What follows belongs to an exercise in optimizing a design on an open flow for small area, a short achievable clock period and few clock cycles; a production flow would make more cautious choices. Where RTL was checked, it was by simulation tests only, not by an equivalence proof against the original. The RTL of run 1 was laid out without a check of its function.

===== design/flow/config.mk =====
export PLATFORM = sky130hd
export DESIGN_NAME = cu_compensate
export DESIGN_NICKNAME = cu_compensate
export VERILOG_FILES = /design/flow/design.v
export SDC_FILE = /design/flow/constraint.sdc
export NUM_CORES = 8
export LEC_CHECK = 0
export CAP_MARGIN = 20
export CORE_MARGIN = 2
export CORE_UTILIZATION = 40
export SLEW_MARGIN = 20

===== design/flow/constraint.sdc =====
create_clock -name core_clock -period 25.0 [get_ports {clk}]
set_input_delay 5.0000 -clock core_clock [delete_from_list [all_inputs] [get_ports {clk}]]
set_output_delay 5.0000 -clock core_clock [all_outputs]
set_load 0.01 [all_outputs]

===== design/flow/design.v =====
module cu_booth_mul (
    input  wire [24:0] s,
    input  wire [16:0] m,
    input  wire        neg,
    output wire [43:0] ps,
    output wire [43:0] pc
);
    wire [18:0] mx = {m[16], m, 1'b0};
    wire [25:0] s1 = {s[24], s};
    wire [25:0] s2 = {s, 1'b0};
    wire [43:0] row [0:9];
    reg  [43:0] nb;
    genvar i;
    generate
        for (i = 0; i < 9; i = i + 1) begin : g_row
            wire b2 = mx[2*i+2], b1 = mx[2*i+1], b0 = mx[2*i];
            wire one = b1 ^ b0;
            wire two = (b2 & ~b1 & ~b0) | (~b2 & b1 & b0);
            wire ng  = b2 ^ neg;
            wire [25:0] sel = one ? s1 : (two ? s2 : 26'd0);
            wire [25:0] r   = sel ^ {26{ng}};
            wire [25:0] u   = {~r[25], r[24:0]};
            assign row[i] = {18'd0, u} << (2*i);
        end
    endgenerate
    integer k;
    always @(*) begin
        nb = 44'd0;
        for (k = 0; k < 9; k = k + 1)
            nb[2*k] = mx[2*k+2] ^ neg;
    end
    assign row[9] = nb;
    function [87:0] csa;
        input [43:0] a, b, c;
        begin
            csa = {((a & b) | (a & c) | (b & c)) << 1, a ^ b ^ c};
        end
    endfunction
    wire [87:0] l1a = csa(row[0], row[1], row[2]);
    wire [87:0] l1b = csa(row[3], row[4], row[5]);
    wire [87:0] l1c = csa(row[6], row[7], row[8]);
    wire [87:0] l2a = csa(l1a[43:0], l1a[87:44], l1b[43:0]);
    wire [87:0] l2b = csa(l1b[87:44], l1c[43:0], l1c[87:44]);
    wire [87:0] l3a = csa(l2a[43:0], l2a[87:44], l2b[43:0]);
    wire [87:0] l4a = csa(l3a[43:0], l3a[87:44], l2b[87:44]);
    wire [87:0] l5a = csa(l4a[43:0], l4a[87:44], row[9]);
    assign ps = l5a[43:0];
    assign pc = l5a[87:44];
endmodule
module cu_divstep (
    input  wire [34:0] r,
    input  wire [34:0] d,
    input  wire [36:0] d3,
    input  wire        f1,
    input  wire        f2,
    output wire        q1,
    output wire        q2,
    output wire [34:0] r2
);
    wire [36:0] y  = {r, f1, f2};
    wire [37:0] s1 = {1'b0, y} - {3'b000, d};
    wire [37:0] s2 = {1'b0, y} - {2'b00, d, 1'b0};
    wire [37:0] s3 = {1'b0, y} - {1'b0, d3};
    wire ge1 = ~s1[37], ge2 = ~s2[37], ge3 = ~s3[37];
    assign q1 = ge2;
    assign q2 = ge2 ? ge3 : ge1;
    assign r2 = ge3 ? s3[34:0] : ge2 ? s2[34:0] : ge1 ? s1[34:0] : y[34:0];
endmodule
module cu_compensate (
    input  wire               clk,
    input  wire               rst,
    input  wire               start,
    input  wire        [15:0] cal_t1,      
    input  wire signed [15:0] cal_t2,
    input  wire signed [15:0] cal_t3,
    input  wire        [15:0] cal_p1,      
    input  wire signed [15:0] cal_p2,
    input  wire signed [15:0] cal_p3,
    input  wire signed [15:0] cal_p4,
    input  wire signed [15:0] cal_p5,
    input  wire signed [15:0] cal_p6,
    input  wire signed [15:0] cal_p7,
    input  wire signed [15:0] cal_p8,
    input  wire signed [15:0] cal_p9,
    input  wire        [19:0] adc_t,
    input  wire        [19:0] adc_p,
    output reg                done,
    output wire               err,         
    output wire        [31:0] temp,        
    output wire        [31:0] press_q8,    
    output wire        [24:0] press_pa     
);
    localparam W = 76;
    localparam [5:0] S_IDLE = 6'd0,  S_TA   = 6'd1,  S_TC   = 6'd2,  S_TB   = 6'd3,
                     S_TD   = 6'd4,  S_TDW  = 6'd5,  S_TF   = 6'd6,  S_TE   = 6'd7,
                     S_XS   = 6'd8,  S_XSW  = 6'd9,  S_ZS   = 6'd10, S_Y6   = 6'd11,
                     S_Y6W  = 6'd12, S_NS   = 6'd13, S_NSW  = 6'd14, S_MS   = 6'd15,
                     S_MSW  = 6'd16, S_DIVF = 6'd17, S_DSI  = 6'd18, S_DIVS = 6'd19,
                     S_DSCK = 6'd20, S_PAF  = 6'd21, S_PAFW = 6'd22, S_PAS0 = 6'd23,
                     S_PAS1 = 6'd24, S_PASW = 6'd25, S_PB   = 6'd26, S_PC   = 6'd27,
                     S_PE   = 6'd28, S_PEW  = 6'd29, S_DEGN = 6'd30, S_DNEG = 6'd31,
                     S_ERRX = 6'd32;
    localparam [3:0] C_T1 = 4'd0, C_T2 = 4'd1, C_T3 = 4'd2, C_P1 = 4'd3, C_P2 = 4'd4,
                     C_P3 = 4'd5, C_P4 = 4'd6, C_P5 = 4'd7, C_P6 = 4'd8, C_P7 = 4'd9,
                     C_P8 = 4'd10, C_P9 = 4'd11, C_AP = 4'd12;
    localparam [2:0] M_ZERO = 3'd0, M_CREG = 3'd1, M_CREG2 = 3'd2,
                     M_FIVE = 3'd4, M_SLO = 3'd5, M_VD = 3'd6, M_DD = 3'd7;
    localparam [2:0] A_ZERO = 3'd0, A_ACC = 3'd1, A_DROP = 3'd2, A_TV1 = 3'd3, A_C1 = 3'd4;
    localparam [2:0] B_ZERO = 3'd0, B_B3 = 3'd1, B_S20 = 3'd2, B_S17 = 3'd3,
                     B_N35 = 3'd4, B_N31 = 3'd5, B_ND = 3'd6, B_S15 = 3'd7;
    localparam [3:0] K_NONE = 4'd0, K_TD = 4'd2, K_TE = 4'd3, K_XS0 = 4'd4,
                     K_ZS0 = 4'd5, K_NS0 = 4'd6, K_NS1 = 4'd7, K_MS0 = 4'd8, K_PE = 4'd9;
    localparam [3:0] WB_NONE = 4'd0, WB_ACC = 4'd2, WB_SA2S = 4'd3, WB_PV1 = 4'd4,
                     WB_TC = 4'd5, WB_V = 4'd6, WB_XL = 4'd7, WB_ZL = 4'd8, WB_NL = 4'd9,
                     WB_ML = 4'd10, WB_D = 4'd11, WB_DCK = 4'd12, WB_ACK = 4'd13, WB_PCL = 4'd14;
    localparam [W-1:0] K0 = -((76'd1 << 25) + (76'd1 << 27) + (76'd1 << 29) + (76'd1 << 31) +
                              (76'd1 << 33) + (76'd1 << 35) + (76'd1 << 37) + (76'd1 << 39) +
                              (76'd1 << 41));
    localparam [W-1:0] KOFF0 = K0;
    localparam [W-1:0] KOFF1 = K0 << 16;
    localparam [W-1:0] KOFF2 = K0 << 32;
    localparam [W-1:0] KOFF3 = K0 << 48;
    reg  [5:0]   state;
    reg  [1:0]   j;           
    reg  [5:0]   cnt;         
    reg          pass2;       
    reg  [24:0]  S;
    reg  [19:0]  CREG, BREG, BOP;
    reg  [W-1:0] ACC, V;
    reg  [41:0]  D;
    reg  [17:0]  TC;
    reg          b3, sgnZ, sgnN, errr, errp;
    reg          D_slow;      
    wire sgnQ = sgnN ^ sgnZ;
    wire [3:0] ev;
    assign ev[0] = (V[W-1:16] == {(W-16){V[W-1]}});
    assign ev[1] = (V[W-1:32] == {(W-32){V[W-1]}});
    assign ev[2] = (V[W-1:48] == {(W-48){V[W-1]}});
    assign ev[3] = (V[W-1:64] == {(W-64){V[W-1]}});
    wire [3:0] ed;
    assign ed[0] = (D[41:16] == {26{D[41]}});
    assign ed[1] = (D[41:32] == {10{D[41]}});
    assign ed[2] = 1'b1;
    assign ed[3] = 1'b1;
    reg  [5:0]  state_n;
    reg  [1:0]  j_n;
    reg         pass2_n;
    reg  [2:0]  c_msel;
    reg         c_vxor;
    reg  [1:0]  c_mneg;       
    reg         c_last;
    reg  [1:0]  c_off;
    reg  [2:0]  c_asel;
    reg  [2:0]  c_bsel;
    reg  [3:0]  c_k;
    reg  [3:0]  c_wb;
    reg         c_bopb;
    wire        dneg_v;
    wire        q1, q2;
    always @(*) begin
        state_n = state; j_n = j; pass2_n = pass2;
        case (state)
            S_IDLE: if (start) state_n = S_TA;
            S_TA:   state_n = S_TC;
            S_TC:   state_n = S_TB;
            S_TB:   state_n = S_TD;
            S_TD:   state_n = S_TDW;
            S_TDW:  state_n = S_TF;
            S_TF:   state_n = S_TE;
            S_TE:   begin state_n = S_XS; j_n = 2'd0; end
            S_XS:   begin j_n = j + 2'd1; if (c_last) begin j_n = 2'd0; state_n = S_XSW; end end
            S_XSW:  state_n = S_ZS;
            S_ZS:   begin j_n = j + 2'd1; if (c_last) begin j_n = 2'd0; state_n = S_Y6; end end
            S_Y6:   state_n = S_Y6W;
            S_Y6W:  state_n = S_NS;
            S_NS:   begin j_n = j + 2'd1; if (c_last) begin j_n = 2'd0; state_n = S_NSW; end end
            S_NSW:  state_n = S_MS;
            S_MS:   begin j_n = j + 2'd1; if (c_last) begin j_n = 2'd0; state_n = S_MSW; end end
            S_MSW:  state_n = (D == 42'd0) ? S_DEGN : S_DIVF;
            S_DIVF: begin
                if (cnt == 6'd0 && dneg_v)  state_n = S_DNEG;
                else if (cnt == 6'd0 && q1) state_n = S_DSI;
                else if (cnt == 6'd17)      state_n = S_PAF;
            end
            S_DSI:  state_n = S_DIVS;
            S_DIVS: if (cnt == 6'd37) state_n = S_DSCK;
            S_DSCK: state_n = (V[W-1:53] != {(W-53){1'b0}}) ? S_ERRX : S_PAS0;
            S_PAF:  begin state_n = S_PAFW; j_n = 2'd0; pass2_n = 1'b0; end
            S_PAFW: state_n = S_PB;
            S_PAS0: state_n = S_PAS1;
            S_PAS1: begin state_n = S_PASW; j_n = 2'd0; pass2_n = 1'b0; end
            S_PASW: state_n = S_PB;
            S_PB: begin
                j_n = j + 2'd1;
                if (c_last) begin
                    j_n = 2'd0;
                    if (D_slow && !pass2) pass2_n = 1'b1;
                    else                  state_n = S_PC;
                end
            end
            S_PC:   begin j_n = j + 2'd1; if (c_last) begin j_n = 2'd0; state_n = S_PE; end end
            S_PE:   state_n = S_PEW;
            S_DNEG: state_n = S_PAF;
            default: state_n = S_IDLE;    
        endcase
        if (rst) state_n = S_IDLE;
    end
    reg  [2:0]  n_msel;
    reg         n_vxor;
    reg  [1:0]  n_mneg;
    reg         n_last;
    reg  [1:0]  n_off;
    reg  [2:0]  n_asel;
    reg  [2:0]  n_bsel;
    reg  [3:0]  n_k;
    reg  [3:0]  n_wb;
    reg         n_bopb;
    wire        evn = ev[j_n];
    wire        edn = ed[j_n];
    always @(*) begin
        n_msel = M_ZERO; n_vxor = 1'b0; n_mneg = 2'd0; n_last = 1'b0;
        n_off = 2'd0; n_asel = A_ZERO; n_bsel = B_ZERO; n_k = K_NONE; n_wb = WB_NONE;
        n_bopb = 1'b0;
        case (state_n)
            S_TC: begin n_msel = M_SLO; n_wb = WB_SA2S; end
            S_TB: begin n_msel = M_CREG2; n_bsel = B_B3; n_wb = WB_ACC; end
            S_TD: begin n_msel = M_CREG; n_asel = A_TV1; n_k = K_TD; n_wb = WB_PV1; end
            S_TF: begin n_msel = M_CREG; n_bsel = B_S20; n_bopb = 1'b1; n_wb = WB_V; end
            S_TE: begin n_msel = M_FIVE; n_k = K_TE; n_wb = WB_TC; end
            S_XS: begin
                n_msel = M_VD; n_last = (j_n != 2'd0) && evn; n_off = j_n;
                n_asel = (j_n == 2'd0) ? A_ZERO : A_ACC;
                n_k = (j_n == 2'd0) ? K_XS0 : K_NONE;
                n_wb = n_last ? WB_XL : WB_ACC;
            end
            S_ZS: begin
                n_msel = M_VD; n_mneg = 2'd2; n_last = (j_n != 2'd0) && evn; n_off = j_n;
                n_asel = (j_n == 2'd0) ? A_ZERO : A_ACC;
                n_k = (j_n == 2'd0) ? K_ZS0 : K_NONE;
                n_wb = n_last ? WB_ZL : WB_ACC;
            end
            S_Y6: begin n_msel = M_CREG; n_bsel = B_S17; n_bopb = 1'b1; n_wb = WB_V; end
            S_NS: begin
                n_msel = M_VD; n_mneg = 2'd1; n_last = (j_n != 2'd0) && evn; n_off = j_n;
                n_asel = (j_n == 2'd0) ? A_ZERO : A_ACC;
                n_bsel = (j_n == 2'd0) ? B_N35 : (j_n == 2'd1) ? B_N31 : B_ZERO;
                n_k = (j_n == 2'd0) ? K_NS0 : (j_n == 2'd1) ? K_NS1 : K_NONE;
                n_wb = n_last ? WB_NL : WB_ACC;
            end
            S_MS: begin
                n_msel = M_VD; n_mneg = 2'd3; n_last = (j_n != 2'd0) && evn; n_off = j_n;
                n_asel = (j_n == 2'd0) ? A_ZERO : A_ACC;
                n_bsel = (j_n == 2'd0) ? B_ND : B_ZERO;
                n_k = (j_n == 2'd0) ? K_MS0 : K_NONE;
                n_wb = n_last ? WB_ML : WB_ACC;
            end
            S_PAF:  begin n_msel = M_CREG; n_wb = WB_D; end
            S_PAS0: begin n_msel = M_CREG; n_wb = WB_ACC; end
            S_PAS1: begin n_msel = M_CREG; n_off = 2'd1; n_asel = A_ACC; n_wb = WB_DCK; end
            S_PB: begin
                n_msel = M_DD;
                if (pass2_n) begin
                    n_off = j_n; n_asel = A_ACC; n_last = edn;
                end else begin
                    n_off = (j_n == 2'd0) ? 2'd0 : j_n - 2'd1;
                    n_asel = (j_n == 2'd0) ? A_ZERO : (j_n == 2'd1) ? A_DROP : A_ACC;
                    n_last = (j_n != 2'd0) && edn;
                end
                n_wb = (n_last && (pass2_n || !D_slow)) ? WB_ACK : WB_ACC;
            end
            S_PC: begin
                n_msel = M_VD; n_vxor = 1'b1;
                n_off = (j_n == 2'd0) ? 2'd0 : j_n - 2'd1;
                n_asel = (j_n == 2'd0) ? A_C1 : (j_n == 2'd1) ? A_DROP : A_ACC;
                n_bsel = (j_n == 2'd1) ? B_S15 : B_ZERO;
                n_last = (j_n != 2'd0) && evn;
                n_wb = n_last ? WB_PCL : WB_ACC;
            end
            S_PE: begin n_asel = A_ACC; n_k = K_PE; n_wb = WB_ACC; end
            default: ;
        endcase
    end
    always @(posedge clk) begin
        c_msel <= n_msel; c_vxor <= n_vxor; c_mneg <= n_mneg; c_last <= n_last;
        c_off <= n_off; c_asel <= n_asel; c_bsel <= n_bsel; c_k <= n_k; c_bopb <= n_bopb;
        c_wb <= n_wb;
    end
    wire last = c_last;
    wire mneg = (c_mneg == 2'd1) | ((c_mneg == 2'd2) & sgnZ) | ((c_mneg == 2'd3) & sgnN);
    wire [W-1:0] Vx = V ^ {W{c_vxor & sgnQ}};
    reg  [15:0] vdig;
    reg         vsgn;
    always @(*) begin
        case (j)
            2'd0: begin vdig = Vx[15:0];  vsgn = Vx[16]; end
            2'd1: begin vdig = Vx[31:16]; vsgn = Vx[32]; end
            2'd2: begin vdig = Vx[47:32]; vsgn = Vx[48]; end
            default: begin vdig = Vx[63:48]; vsgn = Vx[64]; end
        endcase
    end
    reg  [15:0] ddig;
    reg         dsgn;
    always @(*) begin
        case (j)
            2'd0: begin ddig = D[15:0];  dsgn = D[16]; end
            2'd1: begin ddig = D[31:16]; dsgn = D[32]; end
            default: begin ddig = {{6{D[41]}}, D[41:32]}; dsgn = D[41]; end
        endcase
    end
    reg [16:0] M;
    always @(*) begin
        case (c_msel)
            M_CREG:  M = CREG[16:0];
            M_CREG2: M = {CREG[15:0], 1'b0};
            M_FIVE:  M = 17'd5;
            M_SLO:   M = S[16:0];
            M_VD:    M = {last & vsgn, vdig};
            M_DD:    M = {last & dsgn, ddig};
            default: M = 17'd0;
        endcase
    end
    wire [43:0] Ps, Pc;
    cu_booth_mul u_mul (.s(S), .m(M), .neg(mneg), .ps(Ps), .pc(Pc));
    reg [43:0] PSR, PCR;
    reg [1:0]  off2;
    reg [2:0]  asel2;
    reg [2:0]  bsel2;
    reg [3:0]  k2;
    reg [3:0]  wb2;
    always @(posedge clk) begin
        PSR   <= Ps;
        PCR   <= Pc;
        off2  <= c_off;
        asel2 <= c_asel;
        bsel2 <= c_bsel;
        k2    <= c_k;
        BOP   <= c_bopb ? BREG : CREG;
        if (rst) wb2 <= WB_NONE;
        else     wb2 <= c_wb;
    end
    reg [W-1:0] Psp, Pcp;
    always @(*) begin
        case (off2)
            2'd0: begin Psp = {32'd0, PSR};        Pcp = {32'd0, PCR}; end
            2'd1: begin Psp = {16'd0, PSR, 16'd0}; Pcp = {16'd0, PCR, 16'd0}; end
            2'd2: begin Psp = {PSR, 32'd0};        Pcp = {PCR, 32'd0}; end
            default: begin Psp = {PSR[27:0], 48'd0}; Pcp = {PCR[27:0], 48'd0}; end
        endcase
    end
    reg [W-1:0] Aterm;
    always @(*) begin
        case (asel2)
            A_ACC:  Aterm = ACC;
            A_DROP: Aterm = {{16{ACC[W-1]}}, ACC[W-1:16]};
            A_TV1:  Aterm = {ACC[W-4:11], 14'd0};
            A_C1:   Aterm = {ACC[W-11:9], 19'd0};
            default: Aterm = {W{1'b0}};
        endcase
    end
    wire [W-1:0] bo_s = {{(W-20){BOP[19]}}, BOP};
    wire [W-1:0] bo_z = {{(W-20){1'b0}}, BOP};
    reg  [W-1:0] Bterm;
    always @(*) begin
        case (bsel2)
            B_B3:   Bterm = b3 ? bo_s : {W{1'b0}};
            B_S20:  Bterm = bo_s << 20;
            B_S17:  Bterm = bo_s << 17;
            B_N35:  Bterm = ~(bo_s << 35);
            B_N31:  Bterm = ~(bo_z << 31);
            B_ND:   Bterm = sgnQ ? ~{{(W-42){D[41]}}, D} : {W{1'b0}};
            B_S15:  Bterm = bo_s << 15;
            default: Bterm = {W{1'b0}};
        endcase
    end
    reg [W-1:0] kc;
    always @(*) begin
        case ({k2, off2})
            {K_NONE, 2'd1}: kc = KOFF1;
            {K_NONE, 2'd2}: kc = KOFF2;
            {K_NONE, 2'd3}: kc = KOFF3;
            {K_TD,   2'd0}: kc = KOFF0 + ((-76'd128000) << 14);
            {K_TE,   2'd0}: kc = KOFF0 + 76'd640128;
            {K_XS0,  2'd0}: kc = KOFF0 + (76'd1 << 55);
            {K_ZS0,  2'd0}: kc = sgnZ ? (KOFF0 + (76'd1 << 33) - 76'd1) : KOFF0;
            {K_NS0,  2'd0}: kc = KOFF0 + (76'd1 << 51) + 76'd1;
            {K_NS1,  2'd1}: kc = KOFF1 + 76'd1;
            {K_MS0,  2'd0}: kc = sgnQ ? (KOFF0 + 76'd1) : KOFF0;
            {K_PE,   2'd0}: kc = KOFF0 + (76'd1 << 18);
            default:        kc = KOFF0;
        endcase
    end
    wire [W-1:0] T = Psp + Pcp + Aterm + Bterm + kc;
    wire Tsame41 = (T[W-1:41] == {(W-41){T[W-1]}});
    wire Tsame63 = (T[W-1:63] == {(W-63){T[W-1]}});
    reg         dfast;        
    reg  [36:0] D3;           
    always @(posedge clk) begin
        dfast <= (state_n == S_DIVF);
        D3 <= {2'b00, D[34:0]} + {1'b0, D[34:0], 1'b0};
    end
    wire        f1 = dfast ? V[35] : V[W-1];
    wire        f2 = dfast ? V[34] : V[W-2];
    wire [34:0] r2;
    assign dneg_v = V[W-1];
    cu_divstep u_div (.r(ACC[34:0]), .d(D[34:0]), .d3(D3), .f1(f1), .f2(f2), .q1(q1), .q2(q2), .r2(r2));
    reg [3:0]  csel;
    reg        cload;
    reg [19:0] cin;
    always @(*) begin
        case (csel)
            C_T1: cin = {4'd0, cal_t1};
            C_T2: cin = {{4{cal_t2[15]}}, cal_t2};
            C_T3: cin = {{4{cal_t3[15]}}, cal_t3};
            C_P1: cin = {4'd0, cal_p1};
            C_P2: cin = {{4{cal_p2[15]}}, cal_p2};
            C_P3: cin = {{4{cal_p3[15]}}, cal_p3};
            C_P4: cin = {{4{cal_p4[15]}}, cal_p4};
            C_P5: cin = {{4{cal_p5[15]}}, cal_p5};
            C_P6: cin = {{4{cal_p6[15]}}, cal_p6};
            C_P7: cin = {{4{cal_p7[15]}}, cal_p7};
            C_P8: cin = {{4{cal_p8[15]}}, cal_p8};
            C_P9: cin = {{4{cal_p9[15]}}, cal_p9};
            default: cin = adc_p;
        endcase
    end
    always @(*) begin
        csel = C_T1; cload = 1'b0;
        case (state)
            S_IDLE: begin csel = C_T1; cload = start; end
            S_TA:   begin csel = C_T2; cload = 1'b1; end
            S_TB:   begin csel = C_T3; cload = 1'b1; end
            S_TD:   begin csel = C_P2; cload = 1'b1; end
            S_TDW:  begin csel = C_P3; cload = 1'b1; end
            S_TF:   begin csel = C_P1; cload = 1'b1; end
            S_XS:   begin csel = C_P5; cload = last; end
            S_ZS:   begin csel = C_P6; cload = last; end
            S_Y6:   begin csel = C_P4; cload = 1'b1; end
            S_NS:   begin csel = (j == 2'd0) ? C_AP : C_P9; cload = (j == 2'd0) | last; end
            S_PAF:  begin csel = C_P8; cload = 1'b1; end
            S_PAS1: begin csel = C_P8; cload = 1'b1; end
            S_PB:   begin csel = C_P7; cload = last & (pass2 | ~D_slow); end
            default: ;
        endcase
    end
    wire [W-1:0] Vsx = V ^ {W{sgnQ}};                
    wire [24:0]  ph_lo = {9'd0, Vsx[28:13]};
    wire [24:0]  ph_hi = Vsx[53:29];
    wire [16:0]  a_sub = {1'b0, S[15:0]} - {1'b0, CREG[15:0]};     
    always @(posedge clk) begin
        if (cload) begin
            CREG <= cin;
            BREG <= CREG;
        end
        state <= state_n;
        j     <= j_n;
        pass2 <= pass2_n;
        if (rst) begin
            done  <= 1'b0;
        end else begin
            done <= 1'b0;
            case (state)
                S_IDLE: if (start) begin
                    S  <= {9'd0, adc_t[19:4]};
                    b3 <= adc_t[3];
                    errp <= 1'b0;
                end
                S_TA: S <= {{8{a_sub[16]}}, a_sub};
                S_XS: if (last) S <= {9'd0, CREG[15:0]};
                S_ZS: if (last) S <= {D[23], D[23:0]};
                S_NS: if (last) S <= 25'd3125;
                S_MSW: cnt <= 6'd0;
                S_DIVF: begin
                    cnt <= cnt + 6'd1;
                    if (!(cnt == 6'd0 && (dneg_v || q1))) begin
                        ACC <= {{(W-35){1'b0}}, r2};
                        V[35:0] <= {V[33:0], q1, q2};
                        if (cnt == 6'd0) V[W-1:36] <= {(W-36){1'b0}};
                        if (cnt == 6'd17) begin
                            S <= {2'b00, V[33:11]} ^ {25{sgnQ}};
                            D_slow <= 1'b0;
                        end
                    end
                end
                S_DSI: begin
                    ACC <= {W{1'b0}};
                    cnt <= 6'd0;
                end
                S_DIVS: begin
                    ACC <= {{(W-35){1'b0}}, r2};
                    V <= {V[W-3:0], q1, q2};
                    cnt <= cnt + 6'd1;
                end
                S_DSCK: begin
                    S <= ph_lo;
                    D_slow <= 1'b1;
                end
                S_PAS0: S <= ph_hi;
                S_PAS1: S <= ph_lo;
                S_PB: if (last) begin
                    if (D_slow && !pass2) S <= ph_hi;
                    else S <= {5'd0, ~CREG[15], {3{CREG[15]}}, CREG[15:0]};    
                end
                S_PEW: begin
                    errr <= errp | (V[W-1:43] != {(W-43){1'b0}});
                    done <= 1'b1;
                end
                S_DEGN: begin
                    ACC <= {W{1'b0}};
                    V <= {W{1'b0}};
                    errr <= 1'b0;
                    done <= 1'b1;
                end
                S_DNEG: begin
                    V <= {W{1'b1}};                       
                    S <= 25'd0;
                    D_slow <= 1'b0;
                end
                S_ERRX: begin
                    errr <= 1'b1;
                    done <= 1'b1;
                end
                default: ;
            endcase
            case (wb2)
                WB_ACC:  ACC <= T;
                WB_SA2S: S <= T[36:12];
                WB_PV1: begin
                    S <= T[38:14];
                    D <= {{18{T[37]}}, T[37:14]};
                end
                WB_TC:   TC <= T[25:8];
                WB_V:    V <= T;
                WB_XL: begin
                    ACC <= T;
                    V <= {{8{T[W-1]}}, T[W-1:8]};
                    sgnZ <= T[W-1];
                end
                WB_ZL: begin
                    ACC <= T;
                    D <= {6'd0, T[68:33]};
                end
                WB_NL: begin
                    ACC <= T;
                    V <= T;
                    sgnN <= T[W-1];
                end
                WB_ML: begin
                    V <= T;
                    ACC <= {{36{T[W-1]}}, T[W-1:36]};
                end
                WB_D:    D <= T[41:0];
                WB_DCK: begin
                    D <= T[41:0];
                    if (!Tsame41) errp <= 1'b1;
                end
                WB_ACK: begin
                    ACC <= T;
                    if (!Tsame63) errp <= 1'b1;
                end
                WB_PCL: begin
                    ACC <= T;
                    V <= T;
                end
                default: ;
            endcase
        end
    end
    assign err      = errr;
    assign temp     = {{14{TC[17]}}, TC};
    assign press_q8 = V[42:11];
    assign press_pa = ACC[43:19];
endmodule

===== design/flow/run.sh =====
#!/bin/bash
# synth_recipe.tcl (not shown) runs the flow's synth.tcl, then flattens the netlist and writes it again
# the make line also repeats each setting of config.mk as NAME=value (left out here)
make -C /OpenROAD-flow-scripts/flow DESIGN_CONFIG=/design/flow/config.mk WORK_HOME=/design/flow/orfs CLKGATE_MAP_FILE= SYNTH_SCRIPT=/design/flow/synth_recipe.tcl finish

==> results.json, run 1 <==
{
  "pin_count": 326,
  "startpoint_type": "register",
  "outcome": "no timing/DRC/antenna violations",
  "cts.sinks": 479,
  "start_util_pct": 40.1,
  "synth.most_common_cell": "inv_1",
  "slew_headroom_pct": 9.52,
  "worstPathArrival_ns": 9.98,
  "first_global_vias": 52439,
  "rr_worst_depth": 24,
  "cts_buffers": 59,
  "ff2ff_setup_slack_ns": 15.44,
  "async_flop_share_pct": 0,
  "setup_viol": 0,
  "synth.distinct_cells": 95,
  "grt_usage_pct": 37.5,
  "core_um2": 141000,
  "synth_ff_type": "edfxtp_1",
  "postCtsHoldBufs": 0,
  "hold_path_class": "register to register",
  "endpoint_kind": "register",
  "min_period_ns": 9.56,
  "final_cells": 8652,
  "cp-startpoint": "asel2[0]",
  "drv_slew": 0,
  "worstPathRequired_ns": 25.42,
  "postCtsSetupBuffers": 0,
  "clock_skew_ns": 0.0979,
  "fillers": 13972,
  "cts_resized": 0,
  "drt_iter0_markers": 7407,
  "clk_latency_ns": 0.74,
  "die_height_um": 380,
  "seq_area_frac_synth_pct": 22.0,
  "synthTopCellsByCount": "inv_1 (594), nand2_1 (509), nor2_1 (487)",
  "drcViolationCount": 0,
  "crit_path_max_fanout": 70,
  "wl_um": 281000,
  "synth-edff-count": 289,
  "cts.clk_slew.worst_paths_ns": 0.07,
  "nNetsFinal": 7660,
  "cts.path.max_buffers": 3,
  "syn-cell-area_um2": 56600,
  "ant_nets": 0,
  "worstSetupPathType": "register to register",
  "cts_tree": "built",
  "wl_per_cell_um": 32.4,
  "rows": 138,
  "vias": 55483,
  "synth.area.top_cells": "edfxtp_1 (15%), fa_1 (14%), ha_1 (7.6%)",
  "rsz0062_at_grt": "no",
  "synth_top_area_share_pct": 15.3,
  "postSynthAreaPerCell_um2": 8.58,
  "cp-endpoint": "errp",
  "viasPerCell": 6.41,
  "r2r_start": "asel2[0]",
  "min_period_over_period_pct": 38.2,
  "port_buffers": 322,
  "clock-root-buffer": "clkbuf_16",
  "maxCapViolCount": 0,
  "htreeDepth": 2,
  "syn_inst": 6602,
  "r2r_end": "errp",
  "gp_congestion": 1.03,
  "worst_slew_pin_slew_ns": 1.35,
  "synth_top_area_cell": "edfxtp_1",
  "dp_hpwl_um": 219000,
  "grt_max_degree": 79,
  "max_freq_mhz": 105,
  "overflow": 0,
  "ys_ff_latch": 479,
  "syn_nets": 7565,
  "dr.pass1.iters": 7,
  "antenna_found_initial": 29,
  "grt_first_pass_wirelength_um": 393000,
  "fin_tns_setup_ns": 0,
  "hold_viol": 0,
  "syn_to_final_growth_pct": 13.7,
  "die_area_um2": 145000,
  "layout-drive-gt1-share_pct": 7.26,
  "dp_cells": 8525,
  "ys_warn_count": 2,
  "die_w_um": 380
}
cells in the final DEF (no fill, tap or decap), types with 45 or more instances in the layout:
cell,n
nor3_1,73
o21a_1,45
o21ai_0,362
nand4_1,70
a22o_1,102
a21oi_1,410
buf_4,202
nand2b_1,52
mux2_2,50
o211ai_1,51
clkbuf_16,60
edfxtp_1,289
clkdlybuf4s50_1,322
xor2_1,166
dfxtp_1,186
a21o_1,112
nor2_1,480
and2_1,67
o22ai_1,49
mux2i_1,138
a221o_1,81
o221ai_1,105
ha_1,344
inv_1,594
nand3_1,96
xnor2_1,376
fa_1,383
a221oi_1,57
and3_1,45
a22oi_1,230
nand2_1,506
worst min path at each step:
stage,endpoint,start,slack (ns),cells past startpoint
floorplan,asel2[0],c_asel[0],0.31,0
global placement,off2[1],c_off[1],0.31,0
detailed placement,bsel2[0],c_bsel[0],0.32,0
CTS,bsel2[0],c_bsel[0],0.33,0
global route,bsel2[0],c_bsel[0],0.34,0
finish,bsel2[0],c_bsel[0],0.33,0
logic make-up after synthesis:
family          Yosys count  share of synthesized area (%)
fa+ha+maj               728                           21.2
simple gates           1604                           13.2
buf+inv                1096                           7.84
compound gates         1920                           23.2
flops                   479                           22.0
xor+xnor                586                           9.12
mux                     189                           3.46
metrics by stage:
step                instance area [µm²]  utilization, %  worst slack [ns]  hold slack, ns
floorplan                         56600               -             15.41           0.310
global placement                  62300            44.1             15.74           0.313
detailed placement                62300            44.1             15.85           0.318
CTS                               64300            45.6             15.86           0.331
global route                      64400            45.6             15.43           0.341
finish                            64400            45.6             15.44           0.330
state kept, by name, summed over array words and instances, names as in the netlist, 4 cells and up:
signal,cells
c_wb,4
TC,18
state,6
D,42
PCR,39
c_k,4
ACC,76
S,25
PSR,43
cnt,6
CREG,20
BOP,20
V,76
BREG,20
D3,37
k2,4
wb2,4
layer usage:
metal  part of all wire [%]  GRT usage (%)  vias to the layer above  routed length (µm)
met1                     37           46.4                    27126              105000
met2                     43           55.8                     3774              119000
met5                  0.027              0                        -                  75
li1                       -              -                    23751                   -
met4                    8.6           26.7                       10               24100
met3                     11           10.9                      822               32300
cell type report:
cell class | count | area (µm²) | share of cell area, %
Multi-Input combinational cell | 5027 | 40500 | 62.8
Sequential cell | 479 | 12500 | 19.4
Timing Repair Buffer | 526 | 4770 | 7.41
Tap cell | 1890 | 2360 | 3.67
Inverter | 604 | 2270 | 3.52
Clock buffer | 78 | 1630 | 2.53
Clock inverter | 34 | 367 | 0.570
Antenna cell | 14 | 35.0 | 0.0544
critical path, cell delays in order (launching register included):
cell	delay [ns]
dfxtp_1	0.60
nor2b_1	0.47
nor2b_4	0.22
buf_4	0.61
a221o_1	0.54
fa_1	0.48
fa_1	0.49
inv_1	0.05
fa_1	0.50
inv_1	0.08
ha_1	0.62
nand4_1	0.26
or4_1	0.55
inv_1	0.08
o211ai_1	0.33
a41oi_1	0.61
o21ai_1	0.25
o31ai_2	0.55
mux2i_1	0.24
nor2_1	0.06
buf_4	0.22
inv_2	0.25
nor4_1	0.11
and4_1	0.22
o41ai_1	0.79
==> inputs of run 2 (changes only) <==
--- a/design/flow/design.v
+++ b/design/flow/design.v
@@ -2,14 +2,16 @@
     input  wire [24:0] s,
     input  wire [16:0] m,
     input  wire        neg,
-    output wire [43:0] ps,
-    output wire [43:0] pc
+    input  wire [44:0] brow,
+    input  wire [44:0] ck,
+    output wire [44:0] ps,
+    output wire [44:0] pc
 );
     wire [18:0] mx = {m[16], m, 1'b0};
     wire [25:0] s1 = {s[24], s};
     wire [25:0] s2 = {s, 1'b0};
-    wire [43:0] row [0:9];
-    reg  [43:0] nb;
+    wire [44:0] row [0:11];
+    reg  [44:0] nb;
     genvar i;
     generate
         for (i = 0; i < 9; i = i + 1) begin : g_row
@@ -20,32 +22,36 @@
             wire [25:0] sel = one ? s1 : (two ? s2 : 26'd0);
             wire [25:0] r   = sel ^ {26{ng}};
             wire [25:0] u   = {~r[25], r[24:0]};
-            assign row[i] = {18'd0, u} << (2*i);
+            assign row[i] = {19'd0, u} << (2*i);
         end
     endgenerate
     integer k;
     always @(*) begin
-        nb = 44'd0;
+        nb = 45'd0;
         for (k = 0; k < 9; k = k + 1)
             nb[2*k] = mx[2*k+2] ^ neg;
     end
-    assign row[9] = nb;
-    function [87:0] csa;
-        input [43:0] a, b, c;
+    assign row[9]  = nb;
+    assign row[10] = brow;
+    assign row[11] = ck;
+    function [89:0] csa;
+        input [44:0] a, b, c;
         begin
             csa = {((a & b) | (a & c) | (b & c)) << 1, a ^ b ^ c};
         end
     endfunction
-    wire [87:0] l1a = csa(row[0], row[1], row[2]);
-    wire [87:0] l1b = csa(row[3], row[4], row[5]);
-    wire [87:0] l1c = csa(row[6], row[7], row[8]);
-    wire [87:0] l2a = csa(l1a[43:0], l1a[87:44], l1b[43:0]);
-    wire [87:0] l2b = csa(l1b[87:44], l1c[43:0], l1c[87:44]);
-    wire [87:0] l3a = csa(l2a[43:0], l2a[87:44], l2b[43:0]);
-    wire [87:0] l4a = csa(l3a[43:0], l3a[87:44], l2b[87:44]);
-    wire [87:0] l5a = csa(l4a[43:0], l4a[87:44], row[9]);
-    assign ps = l5a[43:0];
-    assign pc = l5a[87:44];
+    wire [89:0] l1a = csa(row[0], row[1], row[2]);
+    wire [89:0] l1b = csa(row[3], row[4], row[5]);
+    wire [89:0] l1c = csa(row[6], row[7], row[8]);
+    wire [89:0] l1d = csa(row[9], row[10], row[11]);
+    wire [89:0] l2a = csa(l1a[44:0], l1a[89:45], l1b[44:0]);
+    wire [89:0] l2b = csa(l1b[89:45], l1c[44:0], l1c[89:45]);
+    wire [89:0] l3a = csa(l2a[44:0], l2a[89:45], l2b[44:0]);
+    wire [89:0] l3b = csa(l2b[89:45], l1d[44:0], l1d[89:45]);
+    wire [89:0] l4a = csa(l3a[44:0], l3a[89:45], l3b[44:0]);
+    wire [89:0] l5a = csa(l4a[44:0], l4a[89:45], l3b[89:45]);
+    assign ps = l5a[44:0];
+    assign pc = l5a[89:45];
 endmodule
 module cu_divstep (
     input  wire [34:0] r,
@@ -105,10 +111,11 @@
                      C_P8 = 4'd10, C_P9 = 4'd11, C_AP = 4'd12;
     localparam [2:0] M_ZERO = 3'd0, M_CREG = 3'd1, M_CREG2 = 3'd2,
                      M_FIVE = 3'd4, M_SLO = 3'd5, M_VD = 3'd6, M_DD = 3'd7;
-    localparam [2:0] A_ZERO = 3'd0, A_ACC = 3'd1, A_DROP = 3'd2, A_TV1 = 3'd3, A_C1 = 3'd4;
+    localparam [2:0] A_ZERO = 3'd0, A_ACC = 3'd1, A_DROP = 3'd2, A_TV1 = 3'd3, A_C1 = 3'd4,
+                     A_N35 = 3'd5;
     localparam [2:0] B_ZERO = 3'd0, B_B3 = 3'd1, B_S20 = 3'd2, B_S17 = 3'd3,
-                     B_N35 = 3'd4, B_N31 = 3'd5, B_ND = 3'd6, B_S15 = 3'd7;
-    localparam [3:0] K_NONE = 4'd0, K_TD = 4'd2, K_TE = 4'd3, K_XS0 = 4'd4,
+                     B_N15 = 3'd5, B_ND = 3'd6, B_S15 = 3'd7;
+    localparam [3:0] K_NONE = 4'd0, K_TD = 4'd2, K_TE = 4'd3, K_XSL = 4'd4,
                      K_ZS0 = 4'd5, K_NS0 = 4'd6, K_NS1 = 4'd7, K_MS0 = 4'd8, K_PE = 4'd9;
     localparam [3:0] WB_NONE = 4'd0, WB_ACC = 4'd2, WB_SA2S = 4'd3, WB_PV1 = 4'd4,
                      WB_TC = 4'd5, WB_V = 4'd6, WB_XL = 4'd7, WB_ZL = 4'd8, WB_NL = 4'd9,
@@ -116,16 +123,15 @@
     localparam [W-1:0] K0 = -((76'd1 << 25) + (76'd1 << 27) + (76'd1 << 29) + (76'd1 << 31) +
                               (76'd1 << 33) + (76'd1 << 35) + (76'd1 << 37) + (76'd1 << 39) +
                               (76'd1 << 41));
-    localparam [W-1:0] KOFF0 = K0;
-    localparam [W-1:0] KOFF1 = K0 << 16;
-    localparam [W-1:0] KOFF2 = K0 << 32;
-    localparam [W-1:0] KOFF3 = K0 << 48;
+    localparam [44:0] CKB = (45'd1 << 43) + K0[44:0];
+    localparam [W-1:0] KOFF0 = -(76'd1 << 44);
+    localparam [W-1:0] KOFF1 = -(76'd1 << 60);
     reg  [5:0]   state;
     reg  [1:0]   j;           
     reg  [5:0]   cnt;         
     reg          pass2;       
     reg  [24:0]  S;
-    reg  [19:0]  CREG, BREG, BOP;
+    reg  [19:0]  CREG, BREG;
     reg  [W-1:0] ACC, V;
     reg  [41:0]  D;
     reg  [17:0]  TC;
@@ -154,7 +160,6 @@
     reg  [2:0]  c_bsel;
     reg  [3:0]  c_k;
     reg  [3:0]  c_wb;
-    reg         c_bopb;
     wire        dneg_v;
     wire        q1, q2;
     always @(*) begin
@@ -214,23 +219,21 @@
     reg  [2:0]  n_bsel;
     reg  [3:0]  n_k;
     reg  [3:0]  n_wb;
-    reg         n_bopb;
     wire        evn = ev[j_n];
     wire        edn = ed[j_n];
     always @(*) begin
         n_msel = M_ZERO; n_vxor = 1'b0; n_mneg = 2'd0; n_last = 1'b0;
         n_off = 2'd0; n_asel = A_ZERO; n_bsel = B_ZERO; n_k = K_NONE; n_wb = WB_NONE;
-        n_bopb = 1'b0;
         case (state_n)
             S_TC: begin n_msel = M_SLO; n_wb = WB_SA2S; end
             S_TB: begin n_msel = M_CREG2; n_bsel = B_B3; n_wb = WB_ACC; end
             S_TD: begin n_msel = M_CREG; n_asel = A_TV1; n_k = K_TD; n_wb = WB_PV1; end
-            S_TF: begin n_msel = M_CREG; n_bsel = B_S20; n_bopb = 1'b1; n_wb = WB_V; end
+            S_TF: begin n_msel = M_CREG; n_bsel = B_S20; n_wb = WB_V; end
             S_TE: begin n_msel = M_FIVE; n_k = K_TE; n_wb = WB_TC; end
             S_XS: begin
                 n_msel = M_VD; n_last = (j_n != 2'd0) && evn; n_off = j_n;
                 n_asel = (j_n == 2'd0) ? A_ZERO : A_ACC;
-                n_k = (j_n == 2'd0) ? K_XS0 : K_NONE;
+                n_k = n_last ? K_XSL : K_NONE;
                 n_wb = n_last ? WB_XL : WB_ACC;
             end
             S_ZS: begin
@@ -239,11 +242,11 @@
                 n_k = (j_n == 2'd0) ? K_ZS0 : K_NONE;
                 n_wb = n_last ? WB_ZL : WB_ACC;
             end
-            S_Y6: begin n_msel = M_CREG; n_bsel = B_S17; n_bopb = 1'b1; n_wb = WB_V; end
+            S_Y6: begin n_msel = M_CREG; n_bsel = B_S17; n_wb = WB_V; end
             S_NS: begin
                 n_msel = M_VD; n_mneg = 2'd1; n_last = (j_n != 2'd0) && evn; n_off = j_n;
-                n_asel = (j_n == 2'd0) ? A_ZERO : A_ACC;
-                n_bsel = (j_n == 2'd0) ? B_N35 : (j_n == 2'd1) ? B_N31 : B_ZERO;
+                n_asel = (j_n == 2'd0) ? A_N35 : A_ACC;
+                n_bsel = (j_n == 2'd1) ? B_N15 : B_ZERO;
                 n_k = (j_n == 2'd0) ? K_NS0 : (j_n == 2'd1) ? K_NS1 : K_NONE;
                 n_wb = n_last ? WB_NL : WB_ACC;
             end
@@ -282,7 +285,7 @@
     end
     always @(posedge clk) begin
         c_msel <= n_msel; c_vxor <= n_vxor; c_mneg <= n_mneg; c_last <= n_last;
-        c_off <= n_off; c_asel <= n_asel; c_bsel <= n_bsel; c_k <= n_k; c_bopb <= n_bopb;
+        c_off <= n_off; c_asel <= n_asel; c_bsel <= n_bsel; c_k <= n_k;
         c_wb <= n_wb;
     end
     wire last = c_last;
@@ -319,32 +322,61 @@
             default: M = 17'd0;
         endcase
     end
-    wire [43:0] Ps, Pc;
-    cu_booth_mul u_mul (.s(S), .m(M), .neg(mneg), .ps(Ps), .pc(Pc));
-    reg [43:0] PSR, PCR;
+    wire [43:0] cr_s = {{24{CREG[19]}}, CREG};
+    wire [43:0] br_s = {{24{BREG[19]}}, BREG};
+    wire [43:0] cr_z = {24'd0, CREG};
+    reg  [43:0] bb;
+    always @(*) begin
+        case (c_bsel)
+            B_B3:  bb = b3 ? cr_s : 44'd0;
+            B_S20: bb = br_s << 20;
+            B_S17: bb = br_s << 17;
+            B_N15: bb = ~(cr_z << 15);                       
+            B_ND:  bb = sgnQ ? ~{2'b00, D} : 44'd0;         
+            B_S15: bb = cr_s << 15;
+            default: bb = 44'd0;
+        endcase
+    end
+    wire [44:0] brow = {1'b0, ~bb[43], bb[42:0]};           
+    reg  [44:0] ck;
+    always @(*) begin
+        case (c_k)
+            K_TD:  ck = CKB - (45'd128000 << 14);
+            K_TE:  ck = CKB + 45'd640128;
+            K_XSL: case (j)                                   
+                       2'd1:    ck = CKB + (45'd1 << 39);
+                       2'd2:    ck = CKB + (45'd1 << 23);
+                       default: ck = CKB + (45'd1 << 7);
+                   endcase
+            K_ZS0: ck = sgnZ ? (CKB + (45'd1 << 33) - 45'd1) : CKB;
+            K_NS0: ck = CKB + 45'd1;
+            K_NS1: ck = CKB + (45'd1 << 35) + 45'd1;
+            K_MS0: ck = sgnQ ? (CKB + 45'd1) : CKB;
+            K_PE:  ck = CKB + (45'd1 << 18);
+            default: ck = CKB;
+        endcase
+    end
+    wire [44:0] Ps, Pc;
+    cu_booth_mul u_mul (.s(S), .m(M), .neg(mneg), .brow(brow), .ck(ck), .ps(Ps), .pc(Pc));
+    reg [44:0] PSR, PCR;
     reg [1:0]  off2;
     reg [2:0]  asel2;
-    reg [2:0]  bsel2;
-    reg [3:0]  k2;
     reg [3:0]  wb2;
     always @(posedge clk) begin
         PSR   <= Ps;
         PCR   <= Pc;
         off2  <= c_off;
         asel2 <= c_asel;
-        bsel2 <= c_bsel;
-        k2    <= c_k;
-        BOP   <= c_bopb ? BREG : CREG;
         if (rst) wb2 <= WB_NONE;
         else     wb2 <= c_wb;
     end
-    reg [W-1:0] Psp, Pcp;
+    reg [W-1:0] Psp, Pcp, kc;
     always @(*) begin
         case (off2)
-            2'd0: begin Psp = {32'd0, PSR};        Pcp = {32'd0, PCR}; end
-            2'd1: begin Psp = {16'd0, PSR, 16'd0}; Pcp = {16'd0, PCR, 16'd0}; end
-            2'd2: begin Psp = {PSR, 32'd0};        Pcp = {PCR, 32'd0}; end
-            default: begin Psp = {PSR[27:0], 48'd0}; Pcp = {PCR[27:0], 48'd0}; end
+            2'd0: begin Psp = {31'd0, PSR};        Pcp = {31'd0, PCR};        kc = KOFF0; end
+            2'd1: begin Psp = {15'd0, PSR, 16'd0}; Pcp = {15'd0, PCR, 16'd0}; kc = KOFF1; end
+            2'd2: begin Psp = {PSR[43:0], 32'd0};  Pcp = {PCR[43:0], 32'd0};  kc = {W{1'b0}}; end
+            default: begin Psp = {PSR[27:0], 48'd0}; Pcp = {PCR[27:0], 48'd0}; kc = {W{1'b0}}; end
         endcase
     end
     reg [W-1:0] Aterm;
@@ -354,42 +386,11 @@
             A_DROP: Aterm = {{16{ACC[W-1]}}, ACC[W-1:16]};
             A_TV1:  Aterm = {ACC[W-4:11], 14'd0};
             A_C1:   Aterm = {ACC[W-11:9], 19'd0};
+            A_N35:  Aterm = ~({{(W-20){BREG[19]}}, BREG} << 35);    
             default: Aterm = {W{1'b0}};
         endcase
     end
-    wire [W-1:0] bo_s = {{(W-20){BOP[19]}}, BOP};
-    wire [W-1:0] bo_z = {{(W-20){1'b0}}, BOP};
-    reg  [W-1:0] Bterm;
-    always @(*) begin
-        case (bsel2)
-            B_B3:   Bterm = b3 ? bo_s : {W{1'b0}};
-            B_S20:  Bterm = bo_s << 20;
-            B_S17:  Bterm = bo_s << 17;
-            B_N35:  Bterm = ~(bo_s << 35);
-            B_N31:  Bterm = ~(bo_z << 31);
-            B_ND:   Bterm = sgnQ ? ~{{(W-42){D[41]}}, D} : {W{1'b0}};
-            B_S15:  Bterm = bo_s << 15;
-            default: Bterm = {W{1'b0}};
-        endcase
-    end
-    reg [W-1:0] kc;
-    always @(*) begin
-        case ({k2, off2})
-            {K_NONE, 2'd1}: kc = KOFF1;
-            {K_NONE, 2'd2}: kc = KOFF2;
-            {K_NONE, 2'd3}: kc = KOFF3;
-            {K_TD,   2'd0}: kc = KOFF0 + ((-76'd128000) << 14);
-            {K_TE,   2'd0}: kc = KOFF0 + 76'd640128;
-            {K_XS0,  2'd0}: kc = KOFF0 + (76'd1 << 55);
-            {K_ZS0,  2'd0}: kc = sgnZ ? (KOFF0 + (76'd1 << 33) - 76'd1) : KOFF0;
-            {K_NS0,  2'd0}: kc = KOFF0 + (76'd1 << 51) + 76'd1;
-            {K_NS1,  2'd1}: kc = KOFF1 + 76'd1;
-            {K_MS0,  2'd0}: kc = sgnQ ? (KOFF0 + 76'd1) : KOFF0;
-            {K_PE,   2'd0}: kc = KOFF0 + (76'd1 << 18);
-            default:        kc = KOFF0;
-        endcase
-    end
-    wire [W-1:0] T = Psp + Pcp + Aterm + Bterm + kc;
+    wire [W-1:0] T = Psp + Pcp + Aterm + kc;
     wire Tsame41 = (T[W-1:41] == {(W-41){T[W-1]}});
     wire Tsame63 = (T[W-1:63] == {(W-63){T[W-1]}});
     reg         dfast;        
==> design/flow/flow/run.sh (new file) <==
#!/bin/bash
# Layout flow: the standard flow (standard.sh, standard synthesis unchanged) with two
# changes to how the layout is made: the port buffers are buf_1 cells instead of delay
# buffers, and the timing repair steps aim for 17 ns of setup slack at the design's period.
# make's full output goes to flow.log; each ORFS step keeps its own log under orfs/logs.
set -uo pipefail
bash standard.sh BUFFER_PORTS_ARGS="-buffer_cell sky130_fd_sc_hd__buf_1" SETUP_SLACK_MARGIN=17 finish > flow.log 2>&1
==> design/flow/standard.sh (new file) <==
#!/bin/bash
# synth_recipe.tcl (not shown) runs the flow's synth.tcl, then flattens the netlist and writes it again
# the make line also repeats each setting of config.mk as NAME=value (left out here)
make -C /OpenROAD-flow-scripts/flow DESIGN_CONFIG=/design/flow/config.mk WORK_HOME=/design/flow/orfs CLKGATE_MAP_FILE= SYNTH_SCRIPT=/design/flow/synth_recipe.tcl "${@:-finish}"
removed: design/flow/run.sh
==> run 2 against run 1 <==
Net effect: still clean on timing, DRC and antenna; wire length fell by 2.7%; largest cell class unchanged; critical path depth fell by 15; sequential share of layout area rose by 0.28 points; maximum frequency rose by 21%.
==> results.json, run 2 <==
{
  "outcome": "no timing/DRC/antenna violations",
  "start_util_pct": 40.3,
  "synth.area.top_cells": "edfxtp_1 (16%), fa_1 (13%), ha_1 (8.8%)",
  "synth_top_area_share_pct": 15.7,
  "clock-root-buffer": "clkbuf_16",
  "syn_inst": 6447,
  "cts.sinks": 454,
  "max_freq_mhz": 127,
  "nNetsFinal": 7506,
  "worst_slew_pin_slew_ns": 1.40,
  "async_flop_share_pct": 0,
  "rsz0062_at_grt": "no",
  "viasPerCell": 6.58,
  "synthTopCellsByCount": "nor2_1 (513), nand2_1 (482), inv_1 (475)",
  "die_area_um2": 141000,
  "hold_path_class": "register to register",
  "wl_um": 273000,
  "worstSetupPathType": "input pin to register",
  "min_period_ns": 7.89,
  "cts.clk_slew.worst_paths_ns": 0.07,
  "synth.most_common_cell": "nor2_1",
  "syn-cell-area_um2": 55400,
  "drcViolationCount": 0,
  "postCtsHoldBufs": 0,
  "first_global_vias": 52405,
  "layout-drive-gt1-share_pct": 7.72,
  "clk_latency_ns": 0.72,
  "pre_cts_ws_ns": 16.27,
  "top_regs": "ACC: 76 flops, V: 76 flops, PSR: 43 flops",
  "maxCapViolCount": 0,
  "synth.distinct_cells": 101,
  "endpoint_kind": "register",
  "seq_area_frac_synth_pct": 21.6,
  "synth_ff_type": "edfxtp_1",
  "fin_tns_setup_ns": 0,
  "cts_buffers": 57,
  "syn_to_final_growth_pct": 10.1,
  "clock_skew_ns": 0.0803,
  "antenna_found_initial": 29,
  "layout_common_cells": "nor2_1 (500), nand2_1 (478), inv_1 (475), a21oi_1 (439), xnor2_1 (395)",
  "rows": 136,
  "setup_viol": 0,
  "overflow": 0,
  "die_w_um": 376,
  "ant_nets": 0,
  "grt_usage_pct": 37.6,
  "port_buffers": 322,
  "synth-edff-count": 289,
  "slew_headroom_pct": 6.17,
  "startpoint_type": "input pin",
  "ys_warn_count": 2,
  "htreeDepth": 2,
  "layout_commonest_cell": "nor2_1",
  "grt_first_pass_wirelength_um": 383000,
  "pin_count": 326,
  "drt_iter0_markers": 8670,
  "cts_tree": "built",
  "grt_max_degree": 79,
  "ys_ff_latch": 454,
  "min_period_over_period_pct": 31.6,
  "vias": 55225,
  "synth_top_area_cell": "edfxtp_1",
  "syn_nets": 7420,
  "gp_congestion": 1.08,
  "layout_setup_ws_ns": 17.11,
  "core_um2": 137000,
  "die_height_um": 376,
  "dr.pass1.iters": 9,
  "hold_viol": 0,
  "wl_per_cell_um": 32.5,
  "worstPathArrival_ns": 8.35,
  "dp_hpwl_um": 210000,
  "postSynthAreaPerCell_um2": 8.59,
  "crit_path_max_fanout": 6,
  "worstPathRequired_ns": 25.46,
  "cts.path.max_buffers": 3,
  "drv_slew": 0
}
[run 2: changes by cell type after synthesis, sizes merged, moves of 27 or more]
| cell | delta |
|---|---|
| ha | +43 |
| nand2 | -27 |
| xor2 | -29 |
| fa | -33 |
| o22ai | +29 |
| a21oi | +27 |
| a22oi | -45 |
| a22o | -67 |
| inv | -121 |
| o221ai | -31 |
[run 2: path summary, 6_finish.rpt]
check                           slack (ns)  startpoint  depth (start not counted)        to
worst max-delay path                 17.11       start                          9      errp
worst min-delay path                  0.31   c_asel[2]                          0  asel2[2]
worst max register to register       17.11    asel2[1]                         23      errp
worst min register to register        0.31   c_asel[2]                          0  asel2[2]
[run 2: cells by family after synthesis]
family	share of synthesized area [%]
AOI/OAI and AO/OA	23.9
and+or+nand+nor	12.8
buffers and inverters	7.28
adders and majority gates	21.4
xor gates and xnor gates	9.15
DFF	21.6
muxes	3.80
[run 2: timing repair]
item | CTS | global route
gates cloned | 0 | 0
setup endpoints to repair | 2 | 70
endpoints found under the hold margin | 0 | 0
pin swaps | 0 | 1
resized for setup | 6 | 14
setup buffers | 1 | 1
[run 2: layout make-up]
| class | count | area (µm²) |
|---|---|---|
| inverters | 481 | 1810 |
| flip-flops and latches | 454 | 12000 |
| fillers | 13614 | 76600 |
| repair buffers | 537 | 2850 |
| clock inverters | 30 | 319 |
| multi-input cells | 5002 | 40100 |
| clock buffers | 77 | 1600 |
| diodes | 16 | 40.0 |
| well taps | 1794 | 2240 |
[run 2: per-layer routing]
layer  GRT usage (%)  vias to the layer above  share of wire [%]
li1                -                    23335                  -
met1            45.5                    26550                 36
met2            55.9                     4173                 42
met3            11.7                     1143                 12
met4            28.0                       24                9.3
met5               0                        -              0.055
[run 2: through the flow]
step	cell area, µm²	utilization (%)	cells	hold WS, ns
2_1_floorplan	55400	-	6447	0.310
3_3_place_gp	58800	42.8	8263	0.313
6_report	60900	44.3	8391	0.307
3_5_place_dp	58800	42.8	8265	0.321
5_1_grt	60900	44.3	8377	0.318
4_1_cts	60800	44.2	8373	0.324
[run 2: critical path, cell delays in order]
cell and delay [ns]:
buf_1 0.19, nand4_1 0.66, nand2_1 0.66, nand4_1 0.15, or4_1 0.41, or4_1 0.51
nor4_1 0.27, a31oi_1 0.17, a31o_1 0.32
Testbench counts of run 2, summed over its fixed seeds: cycles 20,360.
==> inputs of run 3 (changes only) <==
==> design/flow/run.sh (new file) <==
#!/bin/bash
# synth_recipe.tcl (not shown) runs the flow's synth.tcl, then flattens the netlist and writes it again
# the make line also repeats each setting of config.mk as NAME=value (left out here)
make -C /OpenROAD-flow-scripts/flow DESIGN_CONFIG=/design/flow/config.mk WORK_HOME=/design/flow/orfs CLKGATE_MAP_FILE= SYNTH_SCRIPT=/design/flow/synth_recipe.tcl finish
removed: design/flow/flow/run.sh
removed: design/flow/standard.sh
==> run 3 against run 2 <==
Net effect: critical endpoint unchanged; core utilization increased by 1.4 points; maximum frequency fell by 5.0%; critical path type is now register to register.
==> results.json, run 3 <==
{
  "ys_warn_count": 2,
  "vias": 54947,
  "die_area_um2": 141000,
  "cts_buffers": 59,
  "cp-endpoint": "errp",
  "wl_um": 275000,
  "cts.sinks": 454,
  "die_height_um": 376,
  "drcViolationCount": 0,
  "rr_worst_depth": 22,
  "whs_ns": 0.329,
  "max_freq_mhz": 120,
  "ff2ff_setup_slack_ns": 16.69,
  "slew_headroom_pct": 14.2,
  "first_global_vias": 52378,
  "startpoint_type": "register",
  "syn_nets": 7420,
  "pin_count": 326,
  "core_um2": 137000,
  "endpoint_kind": "register",
  "wl_per_cell_um": 32.8,
  "outcome": "no timing/DRC/antenna violations",
  "synth_top_area_share_pct": 15.7,
  "nNetsFinal": 7499,
  "htreeDepth": 2,
  "ant_nets": 0,
  "antenna_found_initial": 28,
  "die_w_um": 376,
  "layout_commonest_cell": "nor2_1",
  "grt_first_pass_wirelength_um": 385000,
  "syn_to_final_growth_pct": 13.7,
  "synth.area.top_cells": "edfxtp_1 (16%), fa_1 (13%), ha_1 (8.8%)",
  "fin_tns_setup_ns": 0,
  "worstPathRequired_ns": 25.47,
  "postCtsHoldBufs": 0,
  "synth.most_common_cell": "nor2_1",
  "port_buffers": 322,
  "postSynthAreaPerCell_um2": 8.59,
  "clock-root-buffer": "clkbuf_16",
  "clk_latency_ns": 0.74,
  "cts.path.max_buffers": 3,
  "synth.distinct_cells": 101,
  "r2r_start": "asel2[2]",
  "async_flop_share_pct": 0,
  "synthTopCellsByCount": "nor2_1 (513), nand2_1 (482), inv_1 (475)",
  "clock_skew_ns": 0.0609,
  "gp_congestion": 1.04,
  "hold_viol": 0,
  "hold_path_class": "register to register",
  "cts.clk_slew.worst_paths_ns": 0.06,
  "postCtsSetupBuffers": 0,
  "synth-edff-count": 289,
  "syn_inst": 6447,
  "cts_tree": "built",
  "layout_common_cells": "nor2_1 (502), nand2_1 (479), inv_1 (475), a21oi_1 (440), xnor2_1 (393)",
  "seq_area_frac_synth_pct": 21.6,
  "syn-cell-area_um2": 55400,
  "rsz0062_at_grt": "no",
  "rows": 136,
  "grt_usage_pct": 37.8,
  "dp_hpwl_um": 211000,
  "cts_resized": 0,
  "crit_path_max_fanout": 47,
  "maxCapViolCount": 0,
  "synth_ff_type": "edfxtp_1",
  "viasPerCell": 6.55,
  "start_util_pct": 40.3,
  "top_regs": "ACC: 76 flops, V: 76 flops, PSR: 43 flops",
  "setup_viol": 0,
  "min_period_over_period_pct": 33.2,
  "grt_max_degree": 79,
  "r2r_end": "errp",
  "layout-drive-gt1-share_pct": 7.45,
  "drt_iter0_markers": 8748,
  "fillers": 13361,
  "worstSetupPathType": "register to register",
  "cp-startpoint": "asel2[2]",
  "worstPathArrival_ns": 8.77,
  "min_period_ns": 8.31,
  "worst_slew_pin_slew_ns": 1.28,
  "drv_slew": 0,
  "dr.pass1.iters": 10,
  "overflow": 0,
  "synth_top_area_cell": "edfxtp_1",
  "ys_ff_latch": 454
}
run 3: cell count changes in the layout (fill, tap and decap cells not counted), sizes merged:
cell	delta
clkinv	+2
buf	-332
clkinvlp	-2
clkbuf	+4
clkdlybuf4s50	+322
inv	+2
diode	+5
run 3: per-layer routing:
layer / global-route usage (%) / part of all wire (%) / vias to the layer above
met5: 0.103 / 0.081 / -
met4: 30.0 / 9.6 / 24
met3: 11.4 / 12 / 1036
met2: 55.4 / 42 / 3905
met1: 46.0 / 36 / 26658
li1: - / - / 23324
run 3: how the worst min path moves through the flow:
| stage | start | endpoint | slack, ns | cells past startpoint |
|---|---|---|---|---|
| global placement | c_asel[0] | asel2[0] | 0.32 | 0 |
| detailed placement | c_asel[0] | asel2[0] | 0.31 | 0 |
| global route | c_asel[2] | asel2[2] | 0.34 | 0 |
| floorplan | c_asel[0] | asel2[0] | 0.31 | 0 |
| finish | c_asel[2] | asel2[2] | 0.33 | 0 |
| CTS | c_asel[2] | asel2[2] | 0.33 | 0 |
run 3: cell families after synthesis:
group,synth area share [%]
multiplexers,3.80
flip-flops,21.6
XOR/XNOR,9.15
buffers and inverters,7.28
AND/OR/NAND/NOR,12.8
AO/OA/AOI/OAI,23.9
adder cells (fa/ha/maj),21.4
run 3: area by class of cell:
| class | instances | area (µm²) | share of cell area [%] |
|---|---|---|---|
| flip-flops and latches | 454 | 12000 | 19.1 |
| well taps | 1794 | 2240 | 3.57 |
| inverters | 481 | 1810 | 2.87 |
| multi-input cells | 5002 | 40000 | 63.6 |
| diodes | 21 | 52.6 | 0.0835 |
| clock inverters | 32 | 370 | 0.589 |
| clock buffers | 80 | 1650 | 2.62 |
| repair buffers | 528 | 4770 | 7.58 |
run 3: critical path: stages (launching register included):
cell and delay, ns:
dfxtp_2 0.33, buf_4 0.48, nand2b_1 0.84, nor2_1 0.07, buf_4 0.26, a221oi_1 0.83, fa_1 0.54, inv_1 0.07
ha_1 0.33, a21oi_1 0.42, o211ai_1 0.16, a21boi_1 0.30, o221ai_1 0.32, o2bb2ai_1 0.27, o31ai_1 0.58, a21oi_2 0.16
xnor2_1 0.17, buf_4 0.22, or4_1 0.53, nor4_1 0.18, nand3_1 0.11, or4b_1 0.49, a31o_1 0.28
run 3: per-stage QoR:
step / setup slack, ns / cell area [µm²] / util [%] / cells
floorplan: 15.41 / 55400 / - / 6447
CTS: 16.85 / 62800 / 45.7 / 8370
detailed placement: 16.10 / 60800 / 44.2 / 8258
global placement: 16.06 / 60800 / 44.2 / 8258
finish: 16.69 / 62900 / 45.8 / 8392
global route: 16.65 / 62900 / 45.7 / 8374

[afterwards: timing with drivers on the ports]
Ports are ideal in the flow. The routed layouts listed here were re-timed in OpenROAD.
Step 1: set_driving_cell puts a clkbuf_16 on clk and a buf_2 on each other input, an assumption about the parent block.
Step 2 times the ports against the registers' clock, not the clock port: input delays grow and output delays shrink by t, the midpoint of the rising clock arrivals with the driver on.
a / b / c = ideal / step 1 / step 2; a / b = the first two.
| run | t, ns | setup slack, ns | slew at the worst register clock pin (ns) | pins driven straight from the clock port |
|---|---|---|---|---|
| run 1 | 0.766 | 15.440 / 15.440 / 15.440 | 0.07 / 0.07 | 1 |
| run 2 | 0.761 | 17.112 / 17.114 / 16.406 | 0.07 / 0.07 | 1 |
| run 3 | 0.780 | 16.694 / 16.694 / 16.179 | 0.07 / 0.07 | 1 |
After both steps setup and hold are still met in every run listed. The setup slack of run 2, which loses most, moves by +0.002 ns with the drivers and by -0.706 ns with both steps.
